Background: an optimization exercise with open tools, aiming at small area, a short achievable clock period and few clock cycles. Do not read the settings as production practice. RTL that was checked went through simulation tests only; none was proved equivalent to the original.

## pxe_core
module pxe_core (
    input  wire        clk,
    input  wire        rst,
    input  wire        cmd_valid,
    output wire        cmd_ready,
    input  wire [4:0]  cmd_op,
    input  wire [31:0] cmd_key,
    input  wire [15:0] cmd_height,
    input  wire [15:0] cmd_width,
    input  wire        in_valid,
    output wire        in_ready,
    input  wire [23:0] in_data,
    output wire        out_valid,
    input  wire        out_ready,
    output wire [23:0] out_data,
    output wire        mem_ren_a,
    output wire [9:0]  mem_raddr_a,
    input  wire [31:0] mem_rdata_a,
    output wire        mem_ren_b,
    output wire [9:0]  mem_raddr_b,
    input  wire [31:0] mem_rdata_b,
    output wire        mem_we,
    output wire [9:0]  mem_waddr,
    output wire [31:0] mem_wdata
);
    localparam [1:0] S_IDLE   = 2'd0,
                     S_RESEED = 2'd1,    
                     S_DRAW   = 2'd2,
                     S_MATH   = 2'd3;
    localparam [1:0] P_J1  = 2'd0,    
                     P_J2  = 2'd1,    
                     P_SMP = 2'd2;    
    reg [1:0]  state;
    reg        shuf;        
    reg        dec;
    reg [31:0] x;           
    reg [9:0]  cnt;         
    reg [9:0]  ra;          
    reg        msb;         
    reg        blk1;        
    reg        regen;       
  ...
Settings: LEC_CHECK=0, ABC_AREA=1, CAP_MARGIN=20, CORE_MARGIN=2, CORE_UTILIZATION=40, SETUP_SLACK_MARGIN=4.0, SLEW_MARGIN=20, TNS_END_PERCENT=10; clock period 9.0 ns.
standard.sh (not shown) runs the stock make flow with config.mk's settings and CLKGATE_MAP_FILE= SYNTH_SCRIPT=/design/flow/synth_recipe.tcl, a recipe that flattens the netlist after the stock synthesis.
==> flow/flow/run.sh <==
#!/bin/bash
# The standard layout, with the port buffers made of the smallest buffer
# cell instead of the delay buffer that buffer_ports picks by default.
set -e
export BUFFER_PORTS_ARGS="-buffer_cell sky130_fd_sc_hd__buf_1"
bash standard.sh > standard.log 2>&1
The first run went through all stages and came out clean.
Testbench counts at the start, summed over its fixed seeds: cycles 57,653.
Next try:
CTS_BUF_LIST = sky130_fd_sc_hd__clkbuf_4 sky130_fd_sc_hd__clkbuf_8   (was default)
TNS_END_PERCENT = default   (was 10)
Result:
- The new run completed with no timing, DRC or antenna violations
- setup slack gains 0.014 ns
- cell count barely changes
- global-route usage came out higher by 0.15 points
- register-to-register slack is worse by 0.04 ns

---

pxe_core, a different RTL version from the one above (not shown whole).
Size: about 1,800 cells after synthesis, ~130 flip-flops, ~250 I/O pins.
export LEC_CHECK = 0
export ABC_CLOCK_PERIOD_IN_PS = 4000
export CAP_MARGIN = 20
export CORE_MARGIN = 2
export CORE_UTILIZATION = 40
export SETUP_SLACK_MARGIN = 4.0
export SLEW_MARGIN = 20
create_clock -name core_clock -period 9.0 [get_ports {clk}]
run.sh (not shown) runs the stock make flow with config.mk's settings and CLKGATE_MAP_FILE= SYNTH_SCRIPT=/design/flow/synth_recipe.tcl, a recipe that flattens the netlist after the stock synthesis.
Stock flow here: none of the scripts above is used.
Then changed:
ABC_CLOCK_PERIOD_IN_PS = unset   (was 4000)
The changed run passed the timing, DRC and antenna checks.
Final cell count stays the same.
Non-clock buffer count stays the same.
Global-route usage does not change.
Sequential share of layout area does not change.
Synthesized area stays the same.
Sequential cell count is unchanged.
Utilization is unchanged.
Clock skew does not change.
Worst setup slack does not change.
No run of this note included a check of the RTL's function; only the layout flow was run.

---

pxe_core, a different RTL version from the one above (not shown whole).
Size in the first run: about 250 I/O pins, ~19000 sq um of cells after synthesis.
Settings: LEC_CHECK=0, ABC_AREA=1, CAP_MARGIN=20, CORE_MARGIN=2, CORE_UTILIZATION=40, SETUP_SLACK_MARGIN=4.0, SLEW_MARGIN=20; clock period 9.0 ns.
standard.sh (not shown) runs the stock make flow with config.mk's settings and CLKGATE_MAP_FILE= SYNTH_SCRIPT=/design/flow/synth_recipe.tcl, a recipe that flattens the netlist after the stock synthesis.
Scripts as last shown in full above: flow/flow/run.sh
The first run finished clean.
Testbench counts at the start, summed over its fixed seeds: cycles 57,653.
Edit:
- ABC_AREA: 1 -> default
- CTS_BUF_LIST: default -> sky130_fd_sc_hd__clkbuf_4 sky130_fd_sc_hd__clkbuf_8
Design area goes down by a few percent.
Via count falls by roughly a tenth.
Cell count falls by about a fifth.
Clock skew increases by 0.0042 ns.
Utilization barely changes.
Synthesized area decreases by a few percent.
Edit:
- CTS_BUF_LIST: sky130_fd_sc_hd__clkbuf_4 sky130_fd_sc_hd__clkbuf_8 -> default
What happened:
- The changed run passed the timing, DRC and antenna checks
- clock-buffer cell count is unchanged
- via count stays flat
- flip-flop and latch count does not change
- non-clock buffer count goes down by 5
- core utilization rises by 0.68 points
- design area went up by 1.4%

---

== build 73 ==
pxe_core with an RTL version that a note above also has.
For scale: roughly 2500 cells after synthesis, about 250 I/O pins, roughly 19000 µm² of cells after synthesis.
==> flow/design.v (excerpt) <==
module pxe_core (
    input  wire        clk,
    input  wire        rst,
    input  wire        cmd_valid,
    output wire        cmd_ready,
    input  wire [4:0]  cmd_op,
    input  wire [31:0] cmd_key,
    input  wire [15:0] cmd_height,
    input  wire [15:0] cmd_width,
    input  wire        in_valid,
    output wire        in_ready,
    input  wire [23:0] in_data,
    output wire        out_valid,
    input  wire        out_ready,
    output wire [23:0] out_data,
    output wire        mem_ren_a,
    output wire [9:0]  mem_raddr_a,
    input  wire [31:0] mem_rdata_a,
    output wire        mem_ren_b,
    output wire [9:0]  mem_raddr_b,
    input  wire [31:0] mem_rdata_b,
    output wire        mem_we,
    output wire [9:0]  mem_waddr,
    output wire [31:0] mem_wdata
);
==> flow/config.mk <==
export PLATFORM = sky130hd
export DESIGN_NAME = pxe_core
export DESIGN_NICKNAME = pxe_core
export VERILOG_FILES = /design/flow/design.v
export SDC_FILE = /design/flow/constraint.sdc
export NUM_CORES = 4
export LEC_CHECK = 0
export ABC_AREA = 1
export CAP_MARGIN = 20
export CORE_MARGIN = 2
export CORE_UTILIZATION = 40
export GPL_TIMING_DRIVEN = 0
export SETUP_SLACK_MARGIN = 4.0
export SLEW_MARGIN = 20
==> flow/constraint.sdc <==
create_clock -name core_clock -period 9.0 [get_ports {clk}]
set_input_delay 1.8000 -clock core_clock [delete_from_list [all_inputs] [get_ports {clk}]]
set_output_delay 1.8000 -clock core_clock [all_outputs]
set_load 0.01 [all_outputs]
Scripts as last shown in full above: flow/flow/run.sh
Testbench counts of build 73, summed over its fixed seeds: cycles 57,653.
The following lists how build 30 was set up differently from build 73:
- GPL_TIMING_DRIVEN: 0 -> unset
- ABC_AREA: 1 -> unset
Findings:
Build 30 finished every step from synthesis to the final layout, and the layout passed the timing, DRC and antenna checks. Minimum clock period, build 30 and build 73: lower on build 73. As of build 30, total wirelength of the detailed-routed design had fallen by more than 10% compared to build 73. Looking at via count across build 30 and build 73, the one that comes out higher is build 73. Relative to build 73, proportion of synthesized area in mux cells has increased by 1.5 points in build 30.
The following lists how build 90 was set up differently from build 30:
- SETUP_SLACK_MARGIN changed from 4.0 to 4.2
- ABC_AREA newly set to 1
Findings:
Build 90 vs build 30: count of clock-buffer cells in the layout up
Relative to build 30, number of antenna violations at the first check in global routing has increased by 1 in build 90.
[compare] base=build 30 new=build 90: via count rose 2147, filler cell count in the final layout increased by about 7% relative to the old numbers, die footprint saw an increase.
sky130_fd_sc_hd__fa_1 as the worst-path cell with the longest stage delay was reported by build 30, and sky130_fd_sc_hd__xor2_1 by build 90.
Here is what was changed in the inputs of build 32 compared with build 90.
- a change of SETUP_SLACK_MARGIN from 4.2 to 4.5
Results
Having completed the whole flow, build 32 delivered a layout that passed the timing, DRC and antenna checks. Build 90 → build 32: met2 wire length shows an increase of about 4%, number of vias after detailed routing moved up, first-pass GRT wire length increased by about 1.6% relative to the old numbers. The cell with the largest stage delay on the worst path comes out sky130_fd_sc_hd__fa_2 in one run and sky130_fd_sc_hd__xor2_1 in the other, namely in build 32 and build 90 respectively.

---

Setup of cedar:
Another version of the RTL of pxe_core (not shown whole).
Size: about 160 flip-flops, about 19,000 um^2 of cells after synthesis.
Settings: LEC_CHECK=0, ABC_AREA=1, CAP_MARGIN=0, CORE_MARGIN=2, CORE_UTILIZATION=40, SETUP_SLACK_MARGIN=4.0, SLEW_MARGIN=0; clock period 9.0 ns.
run.sh (not shown) runs the stock make flow with config.mk's settings and CLKGATE_MAP_FILE= SYNTH_SCRIPT=/design/flow/synth_recipe.tcl, a recipe that flattens the netlist after the stock synthesis.
Stock flow here: none of the scripts above is used.
cedar closes out successfully: all stages finished, all timing, DRC and antenna checks passed.
Testbench counts of cedar, summed over its fixed seeds: cycles 57,653.
For birch, these inputs were changed with respect to cedar:
diff --git a/flow/config.mk b/flow/config.mk
--- a/flow/config.mk
+++ b/flow/config.mk
@@ -8,3 +8,3 @@
 export ABC_AREA = 1
-export CAP_MARGIN = 0
+export CAP_MARGIN = 20
 export CORE_MARGIN = 2
@@ -12,2 +12,2 @@
 export SETUP_SLACK_MARGIN = 4.0
-export SLEW_MARGIN = 0
+export SLEW_MARGIN = 20
## What came out
Any difference in routed wire length between birch and cedar is small enough to ignore. birch leaves more setup margin than cedar. As far as number of gates resized after cts goes, birch and cedar are indistinguishable; the numbers are identical.

---

Setup of lane 1:
pxe_core, a different RTL version from the one above (not shown whole).
Size in the first run: ~17,000 um^2 of cells after synthesis.
make LEC_CHECK=0 ABC_AREA=1 CAP_MARGIN=20 CORE_MARGIN=2 CORE_UTILIZATION=40 SETUP_SLACK_MARGIN=4.0 SLEW_MARGIN=20 finish   # period 9.0 ns
Lane 1: all stages complete, timing, DRC and antenna checks passed
Testbench counts of lane 1, summed over its fixed seeds: cycles 67,600.
## Diff of input files: lane 4 against lane 1
Settings: a deleted ABC_AREA that had been 1.
### Flow results
- When lane 4 is measured against lane 1, its initial antenna violation count turns out 1 lower.
- Routed length per placed instance in lane 4 is 11% higher than in lane 1
- The largest stage delay on the critical path reported for lane 4 is greater than that of lane 1 by 350 ps.
- Wire length of the first global-routing pass for lane 4 is lower than for lane 1.
- Compared with lane 1, lane 4 shows a area of the mapped netlist that is about 0.32% higher.
- Global router's overall resource usage: lane 4 vs lane 1 — no meaningful difference
- Lane 4 ends up with higher area of all placed cells without fillers than lane 1 does.
- A category of the most critical setup path of register to register is what lane 4 shows, while input pin to output port belongs to lane 1.

---

pxe_core with an RTL version that a note above also has.
Size: roughly 2500 cells after synthesis, about 19000 um^2 of cells after synthesis.
## pxe_core
module pxe_core (
    input  wire        clk,
    input  wire        rst,
    input  wire        cmd_valid,
    output wire        cmd_ready,
    input  wire [4:0]  cmd_op,
    input  wire [31:0] cmd_key,
    input  wire [15:0] cmd_height,
    input  wire [15:0] cmd_width,
    input  wire        in_valid,
    output wire        in_ready,
    input  wire [23:0] in_data,
    output wire        out_valid,
    input  wire        out_ready,
    output wire [23:0] out_data,
    output wire        mem_ren_a,
    output wire [9:0]  mem_raddr_a,
    input  wire [31:0] mem_rdata_a,
    output wire        mem_ren_b,
    output wire [9:0]  mem_raddr_b,
    input  wire [31:0] mem_rdata_b,
    output wire        mem_we,
    output wire [9:0]  mem_waddr,
    output wire [31:0] mem_wdata
);
clock: 9.0 ns
lec_check: 0
abc_area: 1
cap_margin: 20
core_margin: 2
core_utilization: 40
setup_slack_margin: 4.0
slew_margin: 20
Testbench counts at the start, summed over its fixed seeds: cycles 57,653.
==> next run, changes <==
==> flow/flow/run.sh (new file) <==
#!/bin/bash
# The standard layout, with the port buffers made of the smallest buffer
# cell instead of the delay buffer that buffer_ports picks by default.
set -e
export BUFFER_PORTS_ARGS="-buffer_cell sky130_fd_sc_hd__buf_1"
bash standard.sh > standard.log 2>&1
==> flow/standard.sh (new file) <==
#!/bin/bash
# synth_recipe.tcl (not shown) runs the flow's synth.tcl, then flattens the netlist and writes it again
# the make line also repeats each setting of config.mk as NAME=value (left out here)
make -C /OpenROAD-flow-scripts/flow DESIGN_CONFIG=/design/flow/config.mk WORK_HOME=/design/flow/orfs CLKGATE_MAP_FILE= SYNTH_SCRIPT=/design/flow/synth_recipe.tcl "${@:-finish}"
SETUP_SLACK_MARGIN = 3.8   (was 4.0)
removed: flow/run.sh
=>
- The new run finished clean
- non-clock buffer count decreases by 49
- synthesized cell count does not change
- cell area decreases by 10%
- via count decreases by about 3%
- clock skew decreases by 0.0038 ns
- setup slack degrades by 0.024 ns
- sequential share of layout area increases by 2.2 points
- wire length decreases by 5.5%
==> next run, changes <==
CORE_UTILIZATION = 50   (was 40)
SETUP_SLACK_MARGIN = 4.0   (was 3.8)
Effect: Cell count is lower by 3.3%; core utilization is higher by 13 points; worst hold slack is about the same; setup slack gets better by 0.16 ns.

---

Starting RTL as in the previous note.
==> flow/config.mk <==
export PLATFORM = sky130hd
export DESIGN_NAME = pxe_core
export DESIGN_NICKNAME = pxe_core
export VERILOG_FILES = /design/flow/design.v
export SDC_FILE = /design/flow/constraint.sdc
export NUM_CORES = 4
export LEC_CHECK = 0
export ABC_AREA = 1
export CAP_MARGIN = 20
export CORE_MARGIN = 2
export CORE_UTILIZATION = 40
export SETUP_SLACK_MARGIN = 4.0
export SLEW_MARGIN = 20
==> flow/constraint.sdc <==
create_clock -name core_clock -period 9.0 [get_ports {clk}]
set_input_delay 1.8000 -clock core_clock [delete_from_list [all_inputs] [get_ports {clk}]]
set_output_delay 1.8000 -clock core_clock [all_outputs]
set_load 0.01 [all_outputs]
standard.sh (not shown) runs the stock make flow with config.mk's settings and CLKGATE_MAP_FILE= SYNTH_SCRIPT=/design/flow/synth_recipe.tcl, a recipe that flattens the netlist after the stock synthesis.
==> flow/flow/run.sh <==
#!/bin/bash
# The standard layout, with the port buffers made of the smallest buffer
# cell instead of the delay buffer that buffer_ports picks by default.
set -e
export BUFFER_PORTS_ARGS="-buffer_cell sky130_fd_sc_hd__buf_1"
bash standard.sh > standard.log 2>&1
Testbench counts at the start, summed over its fixed seeds: cycles 57,653.
Then changed:
PLACE_DENSITY = 0.75   (was unset)
Result:
- fmax shrinks by 0.85%
- global-route usage falls by 1.2 points
- die area stays the same
- worst setup slack is worse by 0.042 ns
- wire length is lower by 2.7%
- synthesized area does not change

---

Setup of old:
pxe_core, a different RTL version from the one above (not shown whole).
Size: ~2400 cells after synthesis, ~160 flip-flops, about 250 I/O pins.
export LEC_CHECK = 0
export ABC_AREA = 1
export CAP_MARGIN = 20
export CORE_MARGIN = 2
export CORE_UTILIZATION = 40
export SETUP_SLACK_MARGIN = 3.5
export SLEW_MARGIN = 20
create_clock -name core_clock -period 9.0 [get_ports {clk}]
run.sh (not shown) runs the stock make flow with config.mk's settings and CLKGATE_MAP_FILE= SYNTH_SCRIPT=/design/flow/synth_recipe.tcl, a recipe that flattens the netlist after the stock synthesis.
Stock flow here: none of the scripts above is used.
diff inputs: old => new
# old
export LEC_CHECK = 0
export ABC_AREA = 1
export CAP_MARGIN = 20
export CORE_MARGIN = 2
export CORE_UTILIZATION = 40
export SETUP_SLACK_MARGIN = 3.5
export SLEW_MARGIN = 20
create_clock -name core_clock -period 9.0 [get_ports {clk}]
# new
export LEC_CHECK = 0
export ABC_AREA = 1
export CAP_MARGIN = 20
export CORE_MARGIN = 2
export CORE_UTILIZATION = 40
export SETUP_SLACK_MARGIN = 4.0
export SLEW_MARGIN = 20
create_clock -name core_clock -period 9.0 [get_ports {clk}]
Findings:
Density: new denser than old
Finished layout cell area (lower): old
Diff old and new: post-detailed-route wirelength per cell higher in new
old -> new: multiplexer fraction of the synthesized cell area delta 0, exact match
Note that the number of buffers other than clock buffers in the final layout recorded for new amounts to 1.3 times the value seen in old.
Against old, new comes in 7.2 points higher on layout overhead on the synthesized area.
No functional check of the RTL was part of any run of this note.

[port drivers added, routing unchanged]
Ports are ideal in the flow. The routed layouts listed here were re-timed in OpenROAD.
Step 1, drivers: a clkbuf_16 drives clk and a buf_2 each remaining input, both assumed.
Step 2 also shifts input and output timing later by t, the mid clock arrival at the registers, as if the neighbouring blocks saw the same clock.
Three values: no drivers, after step 1, after step 2; two values: the first two.
| run | t (ns) | setup slack, ns | worst data-port slew with drivers (ns) | pins driven straight from the clock port |
|---|---|---|---|---|
| the first run of note 1 | 0.540 | 4.061 / 4.037 / 3.697 | 0.10 | 1 |
| the second run of note 1 | 0.626 | 4.075 / 4.046 / 3.705 | 0.10 | 1 |
| the first run of note 2 | 0.504 | 3.700 / 3.646 / 3.677 | 0.10 | 1 |
| the second run of note 2 | 0.504 | 3.700 / 3.646 / 3.677 | 0.10 | 1 |
| the first run of note 3 | 0.548 | 4.060 / 4.038 / 3.691 | 0.13 | 1 |
| the second run of note 3 | 0.565 | 4.034 / 4.012 / 3.639 | 0.09 | 1 |
| the third run of note 3 | 0.511 | 4.069 / 4.014 / 3.655 | 0.10 | 1 |
| build 73 | 0.557 | 3.961 / 3.961 / 3.776 | 0.10 | 1 |
| build 30 | 0.531 | 3.926 / 3.926 / 3.668 | 0.09 | 1 |
| build 90 | 0.544 | 4.200 / 4.154 / 3.824 | 0.13 | 1 |
| build 32 | 0.552 | 4.171 / 4.171 / 4.083 | 0.11 | 1 |
| cedar | 0.539 | 3.986 / 3.962 / 3.695 | 0.11 | 1 |
| birch | 0.545 | 4.000 / 3.976 / 3.664 | 0.10 | 1 |
| lane 1 | 0.514 | 4.046 / 4.027 / 3.754 | 0.08 | 1 |
| lane 4 | 0.506 | 3.796 / 3.796 / 3.624 | 0.07 | 1 |
| the first run of note 7 | 0.540 | 3.934 / 3.896 / 3.555 | 0.07 | 1 |
| the second run of note 7 | 0.540 | 3.911 / 3.860 / 3.733 | 0.10 | 1 |
| the third run of note 7 | 0.511 | 4.066 / 4.040 / 3.793 | 0.08 | 1 |
| the first run of note 8 | 0.540 | 4.081 / 4.052 / 3.643 | 0.10 | 1 |
| the second run of note 8 | 0.519 | 4.038 / 4.010 / 3.827 | 0.12 | 1 |
| old | 0.522 | 3.532 / 3.532 / 3.258 | 0.10 | 1 |
| new | 0.524 | 3.986 / 3.942 / 3.647 | 0.11 | 1 |
After both steps every run listed still meets setup and hold. The setup slack of the first run of note 8, which loses most, moves by -0.029 ns with the drivers and by -0.438 ns with both steps.
